Source: an optimization exercise on an open RTL-to-GDS flow (aim: a short achievable clock period and few clock cycles). Production flows keep margins and buffers that such runs may drop.
Only simulation tests tie the RTL to the original design; equivalence was not proved.
Power figures rest on the tool's default switching activity, not on a simulated workload.

**flow/run.sh**
```bash
#!/bin/bash
# synth_recipe.tcl (not shown) runs the flow's synth.tcl, then flattens the netlist and writes it again
# the make line also repeats each setting of config.mk as NAME=value (left out here)
make -C /OpenROAD-flow-scripts/flow DESIGN_CONFIG=/design/flow/config.mk WORK_HOME=/design/flow/orfs CLKGATE_MAP_FILE= SYNTH_SCRIPT=/design/flow/synth_recipe.tcl finish
```
**flow/config.mk**
```make
export PLATFORM = sky130hd
export DESIGN_NAME = a362m
export DESIGN_NICKNAME = a362m
export VERILOG_FILES = /design/flow/design.v
export SDC_FILE = /design/flow/constraint.sdc
export NUM_CORES = 4
export LEC_CHECK = 0
export CAP_MARGIN = 20
export CORE_MARGIN = 2
export CORE_UTILIZATION = 40
export PLACE_DENSITY = 0.6
export SETUP_SLACK_MARGIN = 4.5
export SLEW_MARGIN = 20
```
**flow/constraint.sdc**
```tcl
create_clock -name core_clock -period 7.0 [get_ports {clk}]
set_input_delay 1.4000 -clock core_clock [delete_from_list [all_inputs] [get_ports {clk}]]
set_output_delay 1.4000 -clock core_clock [all_outputs]
set_load 0.01 [all_outputs]
```
**flow/design.v**
```verilog
module a362m (
    input  wire        clk,
    input  wire        rst_n,
    input  wire        cmd_valid,
    input  wire [39:0] cmd_word,
    output reg         cmd_ready,
    output reg         done_valid,
    output reg  [2:0]  done_status,
    output reg  [15:0] rd,
    output reg  [15:0] fx,
    output reg  [15:0] fy,
    output reg  [15:0] fz,
    output reg  [15:0] ft,
    output reg  [63:0] burst_buf,
    output reg  [3:0]  bufn,
    output reg  [7:0]  want,
    output reg  [7:0]  echo,
    output reg  [2:0]  status,
    output reg  [3:0]  err,
    output reg         busy,
    output reg         cs_open,
    output reg         tx_valid,
    output reg  [7:0]  tx_byte,
    input  wire        rx_valid,
    input  wire [7:0]  rx_byte,
    input  wire        bus_fail
);
    localparam [4:0] OP_RD1    = 5'h01, OP_WR1   = 5'h02, OP_RD2    = 5'h03,
                     OP_WR2    = 5'h04, OP_RDB   = 5'h05, OP_DEC    = 5'h08,
                     OP_RDS8   = 5'h09, OP_RDS12 = 5'h0A, OP_RDXYZT = 5'h0B,
                     OP_WRC    = 5'h10, OP_SETB  = 5'h11, OP_SETF   = 5'h12,
                     OP_RDF    = 5'h13, OP_MEASON= 5'h14, OP_SRESET = 5'h15,
                     OP_CFGACT = 5'h18, OP_CFGINACT = 5'h19;
    localparam [2:0] ST_OK = 3'd0, ST_TF = 3'd1, ST_VM = 3'd2, ST_IF = 3'd3,
                     ST_IC = 3'd4;
    function [15:0] decode(input [7:0] lo, input [7:0] hi, input s);
        decode = s ? {hi, lo} : {4'h0, hi[3:0], lo};
    endfunction
    wire [4:0] c_op   = cmd_word[39:35];
    wire [7:0] c_addr = cmd_word[31:24];
    wire [7:0] c_m    = cmd_word[23:16];
    wire [7:0] c_v    = cmd_word[7:0];
    reg c_known, c_match;
    always @(*) begin
        c_known = 1'b1;
        c_match = 1'b0;
        case (c_op)
            OP_RD1, OP_RD2:  c_match = (cmd_word[34:32] == 3'b0) && (cmd_word[23:0] == 24'h0);
            OP_WR1, OP_RDB, OP_WRC:
                             c_match = (cmd_word[34:32] == 3'b0) && (cmd_word[23:8] == 16'h0);
            OP_WR2:          c_match = (cmd_word[34:32] == 3'b0) && (cmd_word[23:16] == 8'h0);
            OP_DEC:          c_match = (cmd_word[33:16] == 18'h0);
            OP_RDS8:         c_match = (cmd_word[34:2] == 33'h0);
            OP_RDS12:        c_match = (cmd_word[33:2] == 32'h0);
            OP_RDXYZT:       c_match = (cmd_word[33:0] == 34'h0);
            OP_SETB, OP_RDF: c_match = (cmd_word[34:32] == 3'b0) && (cmd_word[15:0] == 16'h0);
            OP_SETF:         c_match = (cmd_word[34:32] == 3'b0) && (cmd_word[15:8] == 8'h0);
            OP_MEASON, OP_SRESET:
                             c_match = (cmd_word[34:0] == 35'h0);
            OP_CFGACT, OP_CFGINACT:
                             c_match = (cmd_word[34] == 1'b0) && (cmd_word[32] == 1'b0);
            default:         c_known = 1'b0;
        endcase
    end
    wire c_legal = c_known && c_match;
    wire [7:0] c_lo_or, c_hi_or;    
    genvar gj;
    generate
        for (gj = 0; gj < 8; gj = gj + 1) begin : g_or
            assign c_lo_or[gj] = |c_m[gj:0];
            assign c_hi_or[gj] = |c_m[7:gj];
        end
    endgenerate
    reg c_gap;
    integer ci;
    always @(*) begin
        c_gap = 1'b0;
        for (ci = 1; ci < 7; ci = ci + 1)
            if (!c_m[ci] && c_lo_or[ci-1] && c_hi_or[ci+1]) c_gap = 1'b1;
    end
    wire c_contig = (c_m != 8'h00) && !c_gap;
    reg [7:0] c_pgt;
    reg       c_acc;
    integer pk, pj;
    always @(*) begin
        for (pk = 0; pk < 8; pk = pk + 1) begin
            c_pgt[pk] = 1'b0;
            for (pj = 0; pj + pk < 8; pj = pj + 1) begin
                c_acc = 1'b1;
                for (ci = 0; ci <= pk; ci = ci + 1)
                    c_acc = c_acc & c_m[pj + ci];
                c_pgt[pk] = c_pgt[pk] | c_acc;
            end
        end
    end
    wire c_fits  = ((c_v & ~c_pgt) == 8'h00);
    wire c_ctrl  = (c_addr[7:4] == 4'h2) && (c_addr[3:0] != 4'hF);
    reg c_invalid;
    always @(*) begin
        case (c_op)
            OP_RDB:      c_invalid = (c_v[7:4] != 4'h0) || (c_v[3] ? (c_v[2:0] != 3'd0) : (c_v[2:0] == 3'd0));
            OP_RDS8:     c_invalid = (cmd_word[1:0] == 2'd3);
            OP_WRC,
            OP_SETB:     c_invalid = !c_ctrl;
            OP_SETF:     c_invalid = !c_ctrl || !c_contig || !c_fits;
            OP_RDF:      c_invalid = !c_ctrl || !c_contig;
            OP_CFGACT:   c_invalid = (cmd_word[31:27] != 5'h0) || (cmd_word[15:8] != 8'h0);
            OP_CFGINACT: c_invalid = (cmd_word[31:27] != 5'h0);
            default:     c_invalid = 1'b0;
        endcase
    end
    wire c_isdec   = (c_op == OP_DEC);
    wire c_go      = c_legal && !c_invalid && !c_isdec;
    wire c_decok   = c_isdec && (cmd_word[33:16] == 18'h0);
    wire c_rdfirst = (c_op == OP_RD1) || (c_op == OP_RD2) || (c_op == OP_RDB) ||
                     (c_op == OP_RDS8) || (c_op == OP_RDS12) || (c_op == OP_RDXYZT) ||
                     (c_op == OP_SETB) || (c_op == OP_SETF) || (c_op == OP_RDF) ||
                     (c_op == OP_MEASON);
    reg        idle;         
    reg        gap;          
    reg [39:0] cw;           
    reg [2:0]  step;         
    reg [3:0]  pos;          
    reg        last;         
    reg        endc;         
    reg        rdfr;         
    reg        vfy;          
    reg [7:0]  capsel;       
    reg [63:0] rxbuf;        
    reg [7:0]  w_q;          
    reg [7:0]  vsh;          
    reg [63:0] rdfm;         
    reg [7:0]  bsel;         
    wire [4:0]  op    = cw[39:35];
    wire        s_bit = cw[34];
    wire        m_bit = cw[33];
    wire [7:0]  addr  = cw[31:24];
    wire [7:0]  mask  = cw[23:16];
    wire [7:0]  val8  = cw[7:0];
    wire [1:0]  ch    = cw[1:0];
    wire [7:0]  t     = rxbuf[7:0];
    wire        aic   = (addr == 8'h27);
    wire o_rd1  = (op == OP_RD1),   o_wr1  = (op == OP_WR1),  o_rd2 = (op == OP_RD2);
    wire o_wr2  = (op == OP_WR2),   o_rdb  = (op == OP_RDB),  o_rds8 = (op == OP_RDS8);
    wire o_rds12= (op == OP_RDS12), o_xyzt = (op == OP_RDXYZT);
    wire o_wrc  = (op == OP_WRC),   o_setb = (op == OP_SETB), o_setf = (op == OP_SETF);
    wire o_rdf  = (op == OP_RDF),   o_meas = (op == OP_MEASON), o_srst = (op == OP_SRESET);
    wire o_cact = (op == OP_CFGACT), o_cin = (op == OP_CFGINACT);
    wire o_cfg  = o_cact || o_cin;
    reg        d_wr, d_fin, d_vfy;
    reg [7:0]  d_addr, d_p0, d_p1;
    reg [3:0]  d_len;
    always @(*) begin
        d_wr   = 1'b0;
        d_fin  = 1'b1;
        d_vfy  = 1'b0;
        d_addr = addr;
        d_len  = 4'd1;
        d_p0   = val8;
        d_p1   = cw[15:8];
        if (o_wr1) d_wr = 1'b1;
        if (o_rd2 || o_wr2 || o_rds12) d_len = 4'd2;
        if (o_wr2) d_wr = 1'b1;
        if (o_rdb) d_len = cw[3:0];
        if (o_rds8) d_addr = {6'b000010, ch};
        if (o_rds12) d_addr = 8'h0E + {5'd0, ch, 1'b0};
        if (o_xyzt) begin d_addr = 8'h0E; d_len = 4'd8; end
        if (o_wrc) begin
            if (step == 3'd0) begin d_wr = 1'b1; d_fin = !aic; end
            else d_vfy = 1'b1;
        end
        if (o_setb || o_setf) begin
            case (step)
                3'd0:    d_fin = 1'b0;
                3'd1:    begin d_wr = 1'b1; d_fin = !aic; d_p0 = w_q; end
                default: d_vfy = 1'b1;
            endcase
        end
        if (o_meas) begin
            d_addr = 8'h2D;
            if (step == 3'd0) d_fin = 1'b0;
            else begin d_wr = 1'b1; d_p0 = w_q; end
        end
        if (o_srst) begin d_wr = 1'b1; d_addr = 8'h1F; d_p0 = 8'h52; end
        if (o_cfg) begin
            d_fin = 1'b0;
            case (step)
                3'd0: begin
                    d_wr = 1'b1; d_len = 4'd2;
                    d_addr = o_cact ? 8'h20 : 8'h23;
                    d_p0 = cw[23:16]; d_p1 = cw[31:24];
                end
                3'd1: begin
                    d_wr = 1'b1;
                    d_addr = o_cact ? 8'h22 : 8'h25;
                    d_len  = o_cact ? 4'd1 : 4'd2;
                end
                3'd2: d_addr = 8'h27;
                3'd3: begin d_wr = 1'b1; d_addr = 8'h27; d_p0 = w_q; end
                default: begin d_addr = 8'h27; d_vfy = 1'b1; d_fin = 1'b1; end
            endcase
        end
    end
    wire [7:0] nxt = (pos == 4'd0) ? d_addr :
                     !d_wr         ? 8'h00  :
                     (pos == 4'd1) ? d_p0   :
                     (pos == 4'd2) ? d_p1   : 8'h00;
    wire nlast = (pos == d_len);
    reg [7:0] wcalc;
    always @(*) begin
        if (o_setb)      wcalc = t | mask;
        else if (o_setf) wcalc = (t & ~mask) | vsh;
        else if (o_meas) wcalc = t | 8'h02;
        else if (o_cact) wcalc = t | (m_bit ? 8'h03 : 8'h01);
        else if (o_cin)  wcalc = t | (m_bit ? 8'h0C : 8'h04);
        else             wcalc = val8;
    end
    reg [7:0] ctz1h;
    integer zi;
    always @(*) begin
        ctz1h = 8'h00;
        for (zi = 7; zi >= 0; zi = zi - 1)
            if (mask[zi]) ctz1h = 8'h01 << zi;
    end
    reg [7:0] vsh_c;
    reg [63:0] rdfm_c;
    integer zc, zj;
    always @(*) begin
        vsh_c  = 8'h00;
        rdfm_c = 64'h0;
        for (zc = 0; zc < 8; zc = zc + 1) begin
            if (ctz1h[zc]) vsh_c = (val8 << zc) & mask;
            for (zj = 0; zj + zc < 8; zj = zj + 1)
                rdfm_c[8*zc + zj] = ctz1h[zc] & mask[zj + zc];
        end
    end
    reg [7:0] rdf_v;
    integer fc, fj;
    always @(*) begin
        rdf_v = 8'h00;
        for (fj = 0; fj < 8; fj = fj + 1)
            for (fc = 0; fj + fc < 8; fc = fc + 1)
                rdf_v[fj] = rdf_v[fj] | (rdfm[8*fc + fj] & rx_byte[fj + fc]);
    end
    wire [7:0]  b0 = rxbuf[7:0];
    reg  [15:0] rd_new;
    always @(*) begin
        if (o_rd2)        rd_new = {rx_byte, b0};
        else if (o_rds12) rd_new = decode(b0, rx_byte, s_bit);
        else if (o_rdf)   rd_new = {8'h00, rdf_v};
        else              rd_new = {8'h00, rx_byte};
    end
    wire rd_op = o_rd1 || o_rd2 || o_rds8 || o_rds12 || o_rdf;
    integer i;
    wire fin_ok = rx_valid && endc;
    always @(posedge clk) begin
        vsh  <= vsh_c;
        rdfm <= rdfm_c;
        for (i = 0; i < 8; i = i + 1)
            bsel[i] <= (i < cw[3:0]);
        if (idle)
            cw <= cmd_word;
        if (!idle && !gap)
            for (i = 0; i < 8; i = i + 1)
                if (capsel[i]) rxbuf[8*i +: 8] <= rx_byte;
        if (gap)
            w_q <= wcalc;
        if (!rst_n) begin
            idle        <= 1'b1;
            cmd_ready   <= 1'b1;
            busy        <= 1'b0;
            gap         <= 1'b0;
            cs_open     <= 1'b0;
            tx_valid    <= 1'b0;
            done_valid  <= 1'b0;
            done_status <= 3'd0;
            rd          <= 16'h0;
            fx          <= 16'h0;
            fy          <= 16'h0;
            fz          <= 16'h0;
            ft          <= 16'h0;
            burst_buf   <= 64'h0;
            bufn        <= 4'h0;
            want        <= 8'h00;
            echo        <= 8'h00;
            status      <= ST_OK;
            err         <= 4'h0;
        end else begin
            done_valid <= 1'b0;
            if (idle) begin
                if (cmd_valid) begin
                    if (c_go) begin
                        idle      <= 1'b0;
                        cmd_ready <= 1'b0;
                        busy      <= 1'b1;
                        cs_open   <= 1'b1;
                        tx_valid  <= 1'b1;
                        tx_byte   <= {7'b0000101, c_rdfirst};
                        rdfr      <= c_rdfirst;
                        vfy       <= 1'b0;
                        step      <= 3'd0;
                        pos       <= 4'd0;
                        last      <= 1'b0;
                        endc      <= 1'b0;
                        capsel    <= 8'h00;
                    end else begin
                        done_valid  <= 1'b1;
                        done_status <= !c_legal ? ST_IC : c_invalid ? ST_IF : ST_OK;
                        status      <= !c_legal ? ST_IC : c_invalid ? ST_IF : ST_OK;
                        if (!c_legal)      err[3] <= 1'b1;
                        else if (c_invalid) err[2] <= 1'b1;
                        if (c_decok)
                            rd <= decode(cmd_word[7:0], cmd_word[15:8], cmd_word[34]);
                    end
                end
            end else if (gap) begin
                gap      <= 1'b0;
                cs_open  <= 1'b1;
                tx_valid <= 1'b1;
                tx_byte  <= {7'b0000101, !d_wr};
                rdfr     <= !d_wr;
                vfy      <= d_vfy;
                pos      <= 4'd0;
                last     <= 1'b0;
                endc     <= 1'b0;
                capsel   <= 8'h00;
            end else if (bus_fail) begin
                idle        <= 1'b1;
                cmd_ready   <= 1'b1;
                busy        <= 1'b0;
                cs_open     <= 1'b0;
                tx_valid    <= 1'b0;
                done_valid  <= 1'b1;
                done_status <= ST_TF;
                status      <= ST_TF;
                err[0]      <= 1'b1;
            end else if (rx_valid) begin
                if (last) begin
                    cs_open  <= 1'b0;
                    tx_valid <= 1'b0;
                    if (!endc) begin
                        gap  <= 1'b1;
                        step <= step + 3'd1;
                    end
                end else begin
                    tx_byte <= nxt;
                    pos     <= pos + 4'd1;
                    last    <= nlast;
                    endc    <= nlast && d_fin;
                    if (rdfr)
                        capsel <= (pos == 4'd1) ? 8'h01 : {capsel[6:0], 1'b0};
                end
                if (endc) begin
                    idle      <= 1'b1;
                    cmd_ready <= 1'b1;
                    busy      <= 1'b0;
                    done_valid <= 1'b1;
                    if (vfy) begin
                        want <= w_q;
                        echo <= rx_byte;
                        if (rx_byte == w_q) begin
                            done_status <= ST_OK;
                            status      <= ST_OK;
                        end else begin
                            done_status <= ST_VM;
                            status      <= ST_VM;
                            err[1]      <= 1'b1;
                        end
                    end else begin
                        done_status <= ST_OK;
                        status      <= ST_OK;
                    end
                    if (rd_op) rd <= rd_new;
                    if (o_xyzt) begin
                        fx <= decode(rxbuf[7:0],   rxbuf[15:8],  s_bit);
                        fy <= decode(rxbuf[23:16], rxbuf[31:24], s_bit);
                        fz <= decode(rxbuf[39:32], rxbuf[47:40], s_bit);
                        ft <= decode(rxbuf[55:48], rx_byte,      s_bit);
                    end
                    if (o_rdb) begin
                        for (i = 0; i < 8; i = i + 1)
                            if (bsel[i])
                                burst_buf[8*i +: 8] <= capsel[i] ? rx_byte : rxbuf[8*i +: 8];
                        bufn <= cw[3:0];
                    end
                end
            end
        end
    end
endmodule
```
==> out/metrics.cfg, run 1 <==
[routing]
dr_total_vias=14210
drt_wl_total_um=57310
vias_per_cell=5.683
wl_per_cell_um=22.91
drt_iter0_drc=1298
drc=0
final_antenna_net_count=0
drt-pass1-iter-count=5

[setup_path]
cp_max_fo=6
critPathLaunchType=primary input
startpoint=cmd_word[11]
reg2reg_depth=9
cp-end-kind=flip-flop
rrSetupSlack_ns=4.31
critPathArrivalTime_ns=3.52
rr_startpoint=cw[38]
critPathRequiredTime_ns=7.28
crit_type=in2reg

[sta]
layout_min_cycle_time_ns=3.239
grt_setup_unrepaired=yes
worst_slew_pin_slew_ns=1.026
worst_clock_skew_ns=0.02527
min_period_over_period_pct=46.28
finalSetupViolCount=0
whs_ns=0.4466
setup-tns-final_ns=0
finalMaxSlewViolations=0
slew_headroom_pct=31.62
fmax_mhz=308.7
setup_ws_ns=3.761
hold_viol_final=0

[finish]
drive_gt1_share_pct=35.32
antenna_cells=0
seq_area_um2=8817
stdcell_count=2501
design_area_um2=21640
synthToLayoutAreaGrowth_pct=33.37
fillers=3583
multi_input_area_um2=7565
nets=2008

[hold_path]
hold-path-cell-count=2
hp-class=reg2reg
min_from=fz[7]

[grt]
grt_overflow=0
grt_pass1_vias=13530
antenna_found_initial=0
grt_max_degree=73
track_usage_pct=26.62
grt_first_pass_wirelength_um=84530

[placement]
dpl_cell_area_um2=19090
gp_congestion=0.9185
preCtsSetupSlack_ns=2.195
place_inst=2291
hpwl_um=35750
io_buffers=239

[logic_synthesis]
synth-edff-count=138
yosys_warnings=1
synth_nets=1691
yosysMostFrequentCell=dfxtp_1
synth_area_leaders=dfxtp_1 28%, edfxtp_1 26%, nand2_1 5.2%
ys.flop_type=dfxtp_1
avgSynthCellArea_um2=9.973
synth-seq-cells=367
synth_top_area_share_pct=28.25
async_flop_share_pct=0
synthTopCellsByCount=229 x dfxtp_1, 224 x nand2_1, 156 x nor2_1, 138 x edfxtp_1, 132 x a21oi_1
syn_area_um2=16230
syn-instance-count=1627
synth_cell_types=85
ys_seq_area_share_pct=53.79
synth.largest_area_cell=dfxtp_1

[clock_tree]
numCtsBuffers=40
cts_hold_buf=0
clk_latency_ns=0.58
htree_levels=2
cts_tree=built
clockBufferDepth=3
cts-root-buf=clkbuf_16
clkTransAtPathRegs_ns=0.06
clock_sinks=367

[floorplan]
rows=73
dieArea_um2=42190
initial_core_util_pct=40.65
die_y_um=205.4
coreArea_um2=39910
chipWidth_um=205.4
pin_count=240

[pwr]
p_per_area_nw_per_um2=223.1
p_leak_nw=8.339
ir_drop_uv=158.5

[run_status]
outcome=complete, no violations

[flow_run]
max_cap_violations=0

## flip-flops by register name, summed over array words and instances (netlist names), 8 cells and up
signal,count
fy,16
want,8
vsh,8
fz,16
bsel,8
ft,16
w_q,8
rxbuf,64
rd,16
fx,16
cw,39
echo,8
tx_byte,8
rdfm,36
capsel,8
burst_buf,64
## routing by layer
layer  up-vias  track usage (%)  part of all wire [%]
li1       6498                -                     -
met3       120            4.150                   7.1
met2       602            42.82                    47
met1      6992            36.72                    43
met5         -                0                     0
met4         0            8.582                   3.2
## critical path, stage by stage
cell and delay, ns:
buf_2 0.13, nor4_4 0.34, nand2_1 0.15, buf_6 0.15, a221oi_2 0.19, o221ai_2 0.15, a311oi_2 0.27, or3_4 0.23
a31oi_4 0.15, nor2_4 0.18, clkbuf_16 0.17
## cells in the final DEF (no fill, tap or decap), types with 7 or more instances in the layout
master | Yosys | final
a211oi_1 | 13 | 7
a21oi_1 | 132 | 123
a21oi_2 | 0 | 8
a22oi_1 | 16 | 15
a31oi_1 | 10 | 9
a32oi_1 | 11 | 10
and2_1 | 39 | 29
and2_4 | 0 | 9
and3_1 | 25 | 24
buf_12 | 0 | 20
buf_2 | 16 | 182
buf_4 | 8 | 121
buf_6 | 1 | 37
clkbuf_1 | 93 | 12
clkbuf_16 | 0 | 46
clkbuf_8 | 0 | 9
clkdlybuf4s50_1 | 0 | 10
dfxtp_1 | 229 | 164
dfxtp_2 | 0 | 62
edfxtp_1 | 138 | 138
ha_1 | 11 | 8
inv_1 | 30 | 26
mux2_2 | 64 | 64
mux2i_1 | 81 | 77
nand2_1 | 224 | 218
nand3_1 | 40 | 37
nand4_1 | 15 | 15
nor2_1 | 156 | 143
nor2_4 | 3 | 11
nor2b_1 | 14 | 9
nor3_1 | 19 | 13
o211ai_1 | 17 | 17
o21ai_0 | 61 | 51
o21ai_1 | 2 | 9
o22ai_1 | 14 | 12
xnor2_1 | 12 | 12
## path summary, 6_finish.rpt
path	end
hold reg to reg	fz[7]
setup / recovery	pos[1]
hold / removal	fz[7]
setup reg to reg	rd[3]
## repair_timing
item,in CTS,in global routing
cloned,7,2
setup buffers,86,41
resized for setup,1119,108
setup endpoints to repair,482,149
pin swaps,40,51
## report_power, final
group          switching, mW  total, mW  internal [mW]  leakage (nW)
Clock                  0.904       2.19           1.29         0.667
Sequential            0.0348       2.27           2.24          3.23
Combinational          0.213      0.364          0.151          4.44
Total                   1.15       4.83           3.68          8.34
## cell families after synthesis
family	synth area share, %
compound gates	14.40
xor+xnor	0.7557
fa+ha+maj	0.8482
buf+inv	3.871
flops	53.79
mux	9.508
simple gates	16.83
## area by class of cell
cell class / instances / share of cell area, %
sequential: 367 / 40.74
multi-input combinational: 1109 / 34.96
timing repair buffer: 392 / 14.15
clock buffer: 65 / 5.868
tap: 525 / 3.035
inverter: 32 / 0.7054
clock inverter: 9 / 0.4568
timing repair inverter: 2 / 0.08094
## stage by stage
stage | power, mW | utilization, %
2_1_floorplan | 2.462 | -
3_3_place_gp | 2.592 | 47.84
3_5_place_dp | 2.593 | 47.84
4_1_cts | 4.822 | 52.34
5_1_grt | 4.970 | 54.22
6_report | 4.828 | 54.22
Testbench counts, summed over its fixed seeds: cycles 99,125.
==> run 2: changes to the inputs <==
--- a/flow/config.mk
+++ b/flow/config.mk
@@ -11,3 +11,2 @@
 export PLACE_DENSITY = 0.6
-export SETUP_SLACK_MARGIN = 4.5
 export SLEW_MARGIN = 20
==> out/metrics.cfg, run 2 <==
[run_status]
outcome=complete, no violations

[logic_synthesis]
synth_nets=1691
avgSynthCellArea_um2=9.973
syn_area_um2=16230
synth-edff-count=138
synth_area_leaders=dfxtp_1 28%, edfxtp_1 26%, nand2_1 5.2%
ys.flop_type=dfxtp_1
ys_seq_area_share_pct=53.79
synth_top_area_share_pct=28.25
syn-instance-count=1627
synth_cell_types=85
async_flop_share_pct=0
yosysMostFrequentCell=dfxtp_1
synthTopCellsByCount=229 x dfxtp_1, 224 x nand2_1, 156 x nor2_1, 138 x edfxtp_1, 132 x a21oi_1
synth-seq-cells=367
yosys_warnings=1
synth.largest_area_cell=dfxtp_1

[finish]
mostFrequentLayoutCells=239 x clkdlybuf4s50_1, 228 x dfxtp_1, 224 x nand2_1
nets=1876
reg.largest.list=burst_buf x64, rxbuf x64, cw x39
antenna_cells=0
design_area_um2=20360
stdcell_count=2370
drive_gt1_share_pct=9.702
fin_util_pct=51.00
mostFrequentLayoutCell=clkdlybuf4s50_1
fillers=3703
synthToLayoutAreaGrowth_pct=25.46

[pwr]
ir_drop_uv=165.3
total_power_mw=4.737
p_leak_nw=6.956
p_per_area_nw_per_um2=232.7

[clock_tree]
clk_latency_ns=0.57
cts_hold_buf=0
cts-root-buf=clkbuf_16
cts_tree=built
numCtsBuffers=41
cts.repair.resized=0
clock_sinks=367
clkTransAtPathRegs_ns=0.06
htree_levels=2
cts_setup_buffers=0
clockBufferDepth=3

[floorplan]
dieArea_um2=42190
initial_core_util_pct=40.65
chipWidth_um=205.4
die_y_um=205.4
rows=73
pin_count=240
coreArea_um2=39910

[grt]
grt_first_pass_wirelength_um=78890
grt_pass1_vias=12700
grt_overflow=0
track_usage_pct=24.78
grt_max_degree=87
antenna_found_initial=0

[setup_path]
cp-end-kind=flip-flop
cpPeakStageDelay_ns=0.69
cp_max_fo=14
cp_cell_sequence=clkdlybuf4s50_1 -> nor2_1 -> nand4_1 -> a221oi_1 -> o221ai_1 -> a311oi_1 -> or3_1 -> a31oi_4 -> nor3_2
critPathLaunchType=primary input
cp_top_family=simple AND/OR/NAND/NOR gates
crit_type=in2reg
cp.buffers_inverters=1
critPathRequiredTime_ns=7.20
worst_path_max_delay_cell=clkdlybuf4s50_1
critPathArrivalTime_ns=4.70

[sta]
whs_ns=0.4509
fmax_mhz=221.9
slew_headroom_pct=24.40
setup-tns-final_ns=0
worst_slew_pin_slew_ns=1.130
worst_clock_skew_ns=0.01683
grt_setup_unrepaired=no
setup_ws_ns=2.494
min_period_over_period_pct=64.37
finalSetupViolCount=0
hold_viol_final=0
layout_min_cycle_time_ns=4.506
finalMaxSlewViolations=0

[routing]
drt_wl_total_um=52740
drt-pass1-iter-count=6
drc=0
final_antenna_net_count=0
dr_total_vias=13310
wl_per_cell_um=22.25
drt_iter0_drc=1159
vias_per_cell=5.616

[flow_run]
max_cap_violations=0

[placement]
hpwl_um=36270
gp_congestion=0.9110
place_inst=2293
preCtsSetupSlack_ns=1.740
io_buffers=239
dpl_cell_area_um2=18970

[hold_path]
hp-class=reg2reg

-- run 2: area by class of cell --
cell class | count | area, µm² | area share (%)
clock inverters | 15 | 147.6 | 0.7253
well taps | 525 | 656.9 | 3.227
multi-input cells | 1108 | 6900 | 33.90
clock buffers | 61 | 1229 | 6.036
repair buffers | 262 | 2569 | 12.62
flip-flops and latches | 367 | 8730 | 42.89
inverters | 32 | 123.9 | 0.6085
-- run 2: path summary, 6_finish.rpt --
kind / cells after the start / slack, ns / end / start
setup / recovery: 9 / 2.49 / capsel[4] / cmd_word[37]
hold / removal: 2 / 0.45 / fx[13] / fx[13]
setup reg to reg: 8 / 3.38 / burst_buf[23] / gap
hold reg to reg: 2 / 0.45 / fx[13] / fx[13]
-- run 2: kinds of logic (layout without fill, tap and decap cells) --
group	after synthesis	in the layout	share of synthesized area [%]
buffers and inverters	152	370	3.871
AND/OR/NAND/NOR	581	581	16.83
flip-flops	367	367	53.79
AO/OA/AOI/OAI	356	356	14.40
adder cells (fa/ha/maj)	11	11	0.8482
multiplexers	146	146	9.508
XOR/XNOR	14	14	0.7557
-- run 2: report_power, final --
group	internal (mW)	switching (mW)	leakage, nW
Combinational	0.100	0.169	3.08
Clock	1.30	0.891	0.681
Sequential	2.24	0.0407	3.20
-- run 2: layer usage --
metal,GRT usage [%],vias up,routed length [µm]
met1,34.78,6492,23750
met3,3.595,87,3462
met2,38.75,523,23790
met5,0,-,0
met4,9.301,0,1740
li1,-,6209,-
-- run 2: worst reg2reg max path, delay by kind of cell, from the launching register on --
kind | cells | cell delay (ns)
buf+inv | 2 | 0.41
flops | 1 | 0.48
mux | 1 | 0.28
simple gates | 5 | 2.29
==> run 3: changes to the inputs <==
--- a/flow/design.v
+++ b/flow/design.v
@@ -42,78 +42,64 @@
     wire [7:0] c_v    = cmd_word[7:0];
-    reg c_known, c_match;
+    wire z34  = !cmd_word[34];
+    wire z33  = !cmd_word[33];
+    wire z32  = !cmd_word[32];
+    wire zA   = (cmd_word[31:24] == 8'h00);
+    wire zM   = (cmd_word[23:16] == 8'h00);
+    wire zH   = (cmd_word[15:8]  == 8'h00);
+    wire zL72 = (cmd_word[7:2]   == 6'h00);
+    wire zL10 = (cmd_word[1:0]   == 2'h0);
+    wire zT   = (cmd_word[31:27] == 5'h00);
+    wire k_rd1  = (c_op == OP_RD1),    k_wr1  = (c_op == OP_WR1);
+    wire k_rd2  = (c_op == OP_RD2),    k_wr2  = (c_op == OP_WR2);
+    wire k_rdb  = (c_op == OP_RDB),    k_dec  = (c_op == OP_DEC);
+    wire k_rds8 = (c_op == OP_RDS8),   k_rds12= (c_op == OP_RDS12);
+    wire k_xyzt = (c_op == OP_RDXYZT), k_wrc  = (c_op == OP_WRC);
+    wire k_setb = (c_op == OP_SETB),   k_setf = (c_op == OP_SETF);
+    wire k_rdf  = (c_op == OP_RDF),    k_meas = (c_op == OP_MEASON);
+    wire k_srst = (c_op == OP_SRESET), k_cact = (c_op == OP_CFGACT);
+    wire k_cin  = (c_op == OP_CFGINACT);
+    wire l_rd1  = k_rd1  & z34 & z33 & z32 & zM & zH & zL72 & zL10;
+    wire l_rd2  = k_rd2  & z34 & z33 & z32 & zM & zH & zL72 & zL10;
+    wire l_wr1  = k_wr1  & z34 & z33 & z32 & zM & zH;
+    wire l_rdb  = k_rdb  & z34 & z33 & z32 & zM & zH;
+    wire l_wrc  = k_wrc  & z34 & z33 & z32 & zM & zH;
+    wire l_wr2  = k_wr2  & z34 & z33 & z32 & zM;
+    wire l_dec  = k_dec  & z33 & z32 & zA & zM;
+    wire l_rds8 = k_rds8 & z34 & z33 & z32 & zA & zM & zH & zL72;
+    wire l_rds12= k_rds12& z33 & z32 & zA & zM & zH & zL72;
+    wire l_xyzt = k_xyzt & z33 & z32 & zA & zM & zH & zL72 & zL10;
+    wire l_setb = k_setb & z34 & z33 & z32 & zH & zL72 & zL10;
+    wire l_rdf  = k_rdf  & z34 & z33 & z32 & zH & zL72 & zL10;
+    wire l_setf = k_setf & z34 & z33 & z32 & zH;
+    wire l_meas = k_meas & z34 & z33 & z32 & zA & zM & zH & zL72 & zL10;
+    wire l_srst = k_srst & z34 & z33 & z32 & zA & zM & zH & zL72 & zL10;
+    wire l_cact = k_cact & z34 & z32;
+    wire l_cin  = k_cin  & z34 & z32;
+    wire c_legal = l_rd1 | l_rd2 | l_wr1 | l_rdb | l_wrc | l_wr2 | l_dec |
+                   l_rds8 | l_rds12 | l_xyzt | l_setb | l_rdf | l_setf |
+                   l_meas | l_srst | l_cact | l_cin;
+    wire v_n    = (c_v[7:4] == 4'h0) & (c_v[3] ? (c_v[2:0] == 3'd0) : (c_v[2:0] != 3'd0));
+    wire v_ch   = !(cmd_word[1] & cmd_word[0]);
+    wire v_ctrl = (c_addr[7:4] == 4'h2) & (c_addr[3:0] != 4'hF);
+    reg c_run, c_fit;
+    integer rc, rp;
     always @(*) begin
-        c_known = 1'b1;
-        c_match = 1'b0;
-        case (c_op)
-            OP_RD1, OP_RD2:  c_match = (cmd_word[34:32] == 3'b0) && (cmd_word[23:0] == 24'h0);
-            OP_WR1, OP_RDB, OP_WRC:
-                             c_match = (cmd_word[34:32] == 3'b0) && (cmd_word[23:8] == 16'h0);
-            OP_WR2:          c_match = (cmd_word[34:32] == 3'b0) && (cmd_word[23:16] == 8'h0);
-            OP_DEC:          c_match = (cmd_word[33:16] == 18'h0);
-            OP_RDS8:         c_match = (cmd_word[34:2] == 33'h0);
-            OP_RDS12:        c_match = (cmd_word[33:2] == 32'h0);
-            OP_RDXYZT:       c_match = (cmd_word[33:0] == 34'h0);
-            OP_SETB, OP_RDF: c_match = (cmd_word[34:32] == 3'b0) && (cmd_word[15:0] == 16'h0);
-            OP_SETF:         c_match = (cmd_word[34:32] == 3'b0) && (cmd_word[15:8] == 8'h0);
-            OP_MEASON, OP_SRESET:
-                             c_match = (cmd_word[34:0] == 35'h0);
-            OP_CFGACT, OP_CFGINACT:
-                             c_match = (cmd_word[34] == 1'b0) && (cmd_word[32] == 1'b0);
-            default:         c_known = 1'b0;
-        endcase
-    end
-    wire c_legal = c_known && c_match;
-    wire [7:0] c_lo_or, c_hi_or;    
-    genvar gj;
-    generate
-        for (gj = 0; gj < 8; gj = gj + 1) begin : g_or
-            assign c_lo_or[gj] = |c_m[gj:0];
-            assign c_hi_or[gj] = |c_m[7:gj];
-        end
-    endgenerate
-    reg c_gap;
-    integer ci;
-    always @(*) begin
-        c_gap = 1'b0;
-        for (ci = 1; ci < 7; ci = ci + 1)
-            if (!c_m[ci] && c_lo_or[ci-1] && c_hi_or[ci+1]) c_gap = 1'b1;
-    end
-    wire c_contig = (c_m != 8'h00) && !c_gap;
-    reg [7:0] c_pgt;
-    reg       c_acc;
-    integer pk, pj;
-    always @(*) begin
-        for (pk = 0; pk < 8; pk = pk + 1) begin
-            c_pgt[pk] = 1'b0;
-            for (pj = 0; pj + pk < 8; pj = pj + 1) begin
-                c_acc = 1'b1;
-                for (ci = 0; ci <= pk; ci = ci + 1)
-                    c_acc = c_acc & c_m[pj + ci];
-                c_pgt[pk] = c_pgt[pk] | c_acc;
-            end
-        end
-    end
-    wire c_fits  = ((c_v & ~c_pgt) == 8'h00);
-    wire c_ctrl  = (c_addr[7:4] == 4'h2) && (c_addr[3:0] != 4'hF);
-    reg c_invalid;
-    always @(*) begin
-        case (c_op)
-            OP_RDB:      c_invalid = (c_v[7:4] != 4'h0) || (c_v[3] ? (c_v[2:0] != 3'd0) : (c_v[2:0] == 3'd0));
-            OP_RDS8:     c_invalid = (cmd_word[1:0] == 2'd3);
-            OP_WRC,
-            OP_SETB:     c_invalid = !c_ctrl;
-            OP_SETF:     c_invalid = !c_ctrl || !c_contig || !c_fits;
-            OP_RDF:      c_invalid = !c_ctrl || !c_contig;
-            OP_CFGACT:   c_invalid = (cmd_word[31:27] != 5'h0) || (cmd_word[15:8] != 8'h0);
-            OP_CFGINACT: c_invalid = (cmd_word[31:27] != 5'h0);
-            default:     c_invalid = 1'b0;
-        endcase
+        c_run = 1'b0;
+        c_fit = 1'b0;
+        for (rc = 0; rc < 8; rc = rc + 1)
+            for (rp = 1; rc + rp <= 8; rp = rp + 1)
+                if (c_m == ((8'hFF >> (8 - rp)) << rc)) begin
+                    c_run = 1'b1;
+                    if ((c_v >> rp) == 8'h00) c_fit = 1'b1;
+                end
     end
-    wire c_isdec   = (c_op == OP_DEC);
-    wire c_go      = c_legal && !c_invalid && !c_isdec;
-    wire c_decok   = c_isdec && (cmd_word[33:16] == 18'h0);
-    wire c_rdfirst = (c_op == OP_RD1) || (c_op == OP_RD2) || (c_op == OP_RDB) ||
-                     (c_op == OP_RDS8) || (c_op == OP_RDS12) || (c_op == OP_RDXYZT) ||
-                     (c_op == OP_SETB) || (c_op == OP_SETF) || (c_op == OP_RDF) ||
-                     (c_op == OP_MEASON);
+    wire c_go = l_rd1 | l_rd2 | l_wr1 | (l_rdb & v_n) | (l_wrc & v_ctrl) |
+                l_wr2 | (l_rds8 & v_ch) | l_rds12 | l_xyzt |
+                (l_setb & v_ctrl) | (l_rdf & v_ctrl & c_run) |
+                (l_setf & v_ctrl & c_fit) | l_meas | l_srst |
+                (l_cact & zT & zH) | (l_cin & zT);
+    wire c_invalid = !c_go & !l_dec;       
+    wire c_decok   = l_dec;
+    wire c_rdfirst = k_rd1 | k_rd2 | k_rdb | k_rds8 | k_rds12 | k_xyzt |
+                     k_setb | k_setf | k_rdf | k_meas;
     reg        idle;         
@@ -267,2 +253,32 @@
             w_q <= wcalc;
+        if (idle) begin
+            tx_byte <= {7'b0000101, c_rdfirst};
+            rdfr    <= c_rdfirst;
+            vfy     <= 1'b0;
+            step    <= 3'd0;
+            pos     <= 4'd0;
+            last    <= 1'b0;
+            endc    <= 1'b0;
+            capsel  <= 8'h00;
+        end else if (gap) begin
+            tx_byte <= {7'b0000101, !d_wr};
+            rdfr    <= !d_wr;
+            vfy     <= d_vfy;
+            pos     <= 4'd0;
+            last    <= 1'b0;
+            endc    <= 1'b0;
+            capsel  <= 8'h00;
+        end else if (rx_valid) begin
+            if (last) begin
+                if (!endc)
+                    step <= step + 3'd1;
+            end else begin
+                tx_byte <= nxt;
+                pos     <= pos + 4'd1;
+                last    <= nlast;
+                endc    <= nlast && d_fin;
+                if (rdfr)
+                    capsel <= (pos == 4'd1) ? 8'h01 : {capsel[6:0], 1'b0};
+            end
+        end
         if (!rst_n) begin
@@ -297,10 +313,2 @@
                         tx_valid  <= 1'b1;
-                        tx_byte   <= {7'b0000101, c_rdfirst};
-                        rdfr      <= c_rdfirst;
-                        vfy       <= 1'b0;
-                        step      <= 3'd0;
-                        pos       <= 4'd0;
-                        last      <= 1'b0;
-                        endc      <= 1'b0;
-                        capsel    <= 8'h00;
                     end else begin
@@ -319,9 +327,2 @@
                 tx_valid <= 1'b1;
-                tx_byte  <= {7'b0000101, !d_wr};
-                rdfr     <= !d_wr;
-                vfy      <= d_vfy;
-                pos      <= 4'd0;
-                last     <= 1'b0;
-                endc     <= 1'b0;
-                capsel   <= 8'h00;
             end else if (bus_fail) begin
@@ -340,13 +341,4 @@
                     tx_valid <= 1'b0;
-                    if (!endc) begin
+                    if (!endc)
                         gap  <= 1'b1;
-                        step <= step + 3'd1;
-                    end
-                end else begin
-                    tx_byte <= nxt;
-                    pos     <= pos + 4'd1;
-                    last    <= nlast;
-                    endc    <= nlast && d_fin;
-                    if (rdfr)
-                        capsel <= (pos == 4'd1) ? 8'h01 : {capsel[6:0], 1'b0};
                 end
--- a/flow/config.mk
+++ b/flow/config.mk
@@ -11,2 +11,3 @@
 export PLACE_DENSITY = 0.6
+export SETUP_SLACK_MARGIN = 4.5
 export SLEW_MARGIN = 20
==> out/metrics.cfg, run 3 <==
[run_status]
outcome=complete, no violations

[finish]
antenna_cells=0
drive_gt1_share_pct=33.60
stdcell_count=2550
mostFrequentLayoutCells=255 x nand2_1, 184 x buf_2, 175 x dfxtp_1
mostFrequentLayoutCell=nand2_1
nets=2049
fillers=3770
design_area_um2=21540
reg.largest.list=burst_buf x64, rxbuf x64, cw x39
multi_input_area_um2=8120
synthToLayoutAreaGrowth_pct=29.69
seq_area_um2=8579

[routing]
final_antenna_net_count=0
drt_wl_total_um=56890
drt_iter0_drc=1094
drc=0
drt-pass1-iter-count=5
wl_per_cell_um=22.31
dr_total_vias=14300
vias_per_cell=5.607

[pwr]
p_sw_mw=1.127
p_clk_share_pct=46.3
p_leak_nw=8.090
p_per_area_nw_per_um2=222.6
comb_power_share_pct=6.9
p_int_mw=3.667
p_seq_share_pct=46.8
sw_frac_of_total_pct=23.51
ir_drop_uv=167.4

[sta]
worst_clock_skew_ns=0.01858
slew_headroom_pct=34.29
worst_slew_pin_slew_ns=0.9782
grt_setup_unrepaired=yes
layout_min_cycle_time_ns=3.091
finalMaxSlewViolations=0
min_period_over_period_pct=44.16
finalSetupViolCount=0
whs_ns=0.4474
fmax_mhz=323.5
setup-tns-final_ns=0
setup_ws_ns=3.909
hold_viol_final=0

[floorplan]
rows=74
chipWidth_um=207.8
die_y_um=207.8
pin_count=240
dieArea_um2=43170
coreArea_um2=40920
initial_core_util_pct=40.59

[setup_path]
critPathLaunchType=primary input
cp_cell_sequence=clkdlybuf4s15_2 -> nor4_2 -> nand2_2 -> nor3_4 -> nand2_2 -> o311ai_4 -> nor4_2 -> buf_4 -> or2_4 -> o221a_1
cp_top_family=simple AND/OR/NAND/NOR gates
crit_type=in2reg
cp_max_fo=5
cpPeakStageDelay_ns=0.33
critPathArrivalTime_ns=3.55
cp-end-kind=flip-flop
cp.buffers_inverters=2
critPathRequiredTime_ns=7.46
worst_path_max_delay_cell=nor4_2

[logic_synthesis]
yosys_warnings=1
synth-edff-count=113
synth_nets=1780
ys.flop_type=dfxtp_1
synthTopCellsByCount=263 x nand2_1, 254 x dfxtp_1, 157 x a21oi_1, 157 x nor2_1, 113 x edfxtp_1
synth_top_area_share_pct=30.61
synth_area_leaders=dfxtp_1 31%, edfxtp_1 20%, mux2i_1 6.3%
synth_cell_types=93
syn_area_um2=16610
avgSynthCellArea_um2=9.679
synth.largest_area_cell=dfxtp_1
synth-seq-cells=367
yosysMostFrequentCell=nand2_1
async_flop_share_pct=0
ys_seq_area_share_pct=51.04
syn-instance-count=1716

[placement]
gp_congestion=0.9601
place_inst=2378
dpl_cell_area_um2=19230
hpwl_um=36550
io_buffers=239
preCtsSetupSlack_ns=2.141

[grt]
grt_pass1_vias=13690
grt_use_met2_pct=38.89
track_usage_pct=25.20
met1_usage_pct=35.82
grt_first_pass_wirelength_um=84750
use_met3_pct=5.129
grt_max_degree=80
antenna_found_initial=0
top_usage_layer=met2
grt_overflow=0

[clock_tree]
clkTransAtPathRegs_ns=0.06
clockBufferDepth=3
clk_latency_ns=0.57
numCtsBuffers=41
clock_sinks=367
cts-root-buf=clkbuf_16
cts_tree=built
cts_hold_buf=0
htree_levels=2

[flow_run]
max_cap_violations=0

[hold_path]
hp-class=reg2reg

## run 3: cell types whose count changed after synthesis, moves of 9 or more
cell | before | now
xor2_1 | 2 | 15
dfxtp_1 | 229 | 254
mux2i_1 | 81 | 105
nand2_1 | 224 | 263
nand3_1 | 40 | 31
a21oi_1 | 132 | 157
a32oi_1 | 11 | 1
and3_1 | 25 | 15
edfxtp_1 | 138 | 113
nor4_1 | 4 | 17
a22oi_1 | 16 | 27
## run 3: timing repair
action | 4_1_cts | 5_1_grt
setup endpoints to repair | 396 | 185
gates cloned | 3 | 1
pin swaps | 53 | 53
gates resized for setup | 1089 | 122
setup buffers | 63 | 29
## run 3: worst paths after layout
kind	startpoint	endpoint	slack, ns	depth (start not counted)
worst min register to register	fy[14]	fy[14]	0.45	2
worst max-delay path	cmd_word[33]	done_status[0]	3.91	10
worst max register to register	cw[38]	rd[4]	4.21	9
worst min-delay path	fy[14]	fy[14]	0.45	2
## run 3: power groups by stage
stage,registers [mW],clock network (mW),logic (mW)
global route,2.24,2.34,0.350
detailed placement,2.29,0,0.259
finish,2.24,2.22,0.330
CTS,2.24,2.27,0.296
floorplan,2.27,0,0.158
global placement,2.29,0,0.259
## run 3: worst min-delay path, cell delays in order (launching register included)
cell	delay [ns]
dfxtp_1	0.30
nand2_1	0.05
a21oi_1	0.05
## run 3: layout make-up
class,instances,area share (%)
inverter,30,0.5518
sequential,367,39.83
clock buffer,60,5.663
clock inverter,16,0.8248
timing repair buffer,356,12.34
multi-input combinational,1189,37.70
tap,532,3.090
## run 3: metrics by stage
stage               total power [mW]  utilization, %
global placement               2.552           46.99
finish                         4.795           52.64
global route                   4.932           52.64
CTS                            4.806           51.24
floorplan                      2.427               -
detailed placement             2.552           46.99
## run 3: cells by family (layout without fill, tap and decap cells)
family | after synthesis | count (layout) | share of synthesized area, %
multiplexers | 169 | 169 | 10.67
flip-flops | 367 | 367 | 51.04
adder cells (fa/ha/maj) | 12 | 12 | 0.8889
AO/OA/AOI/OAI | 359 | 359 | 13.79
XOR/XNOR | 23 | 23 | 1.213
AND/OR/NAND/NOR | 626 | 626 | 17.77
buffers and inverters | 160 | 462 | 4.633
## run 3: routing by layer
metal / share of wire, % / vias to the layer above
li1: - / 6669
met5: 0 / -
met2: 45 / 601
met4: 2.5 / 0
met3: 8.1 / 92
met1: 45 / 6936
Testbench counts of run 3, summed over its fixed seeds: cycles 99,125.

-- static timing again, ports no longer ideal --
How much do the figures lean on ideal ports? The routed layouts below were timed once more, with nothing changed but the port constraints. Step 1 assumes that a clkbuf_16 drives the clock port and a buf_2 every other input. Step 2 times the ports against the registers' clock, not the clock port: input delays grow and output delays shrink by t, the midpoint of the rising clock arrivals with the driver on. Slacks: ideal / step 1 / step 2; pairs: ideal / step 1.
| run | t (ns) | setup slack, ns | hold WS [ns] | worst setup path after step 2 | latest minus earliest clock arrival (ns) |
|---|---|---|---|---|---|
| run 1 | 0.629 | 3.761 / 3.767 / 3.138 | 0.447 / 0.447 / 0.447 | input to register | 0.028 / 0.028 |
| run 2 | 0.617 | 2.494 / 2.527 / 1.910 | 0.451 / 0.451 / 0.451 | input to register | 0.018 / 0.018 |
| run 3 | 0.621 | 3.909 / 3.892 / 3.271 | 0.447 / 0.447 / 0.447 | input to register | 0.020 / 0.020 |
After both steps setup and hold are still met in every run listed. For run 3, which loses most, drivers alone change the setup slack by -0.017 ns; drivers and shift together by -0.638 ns.
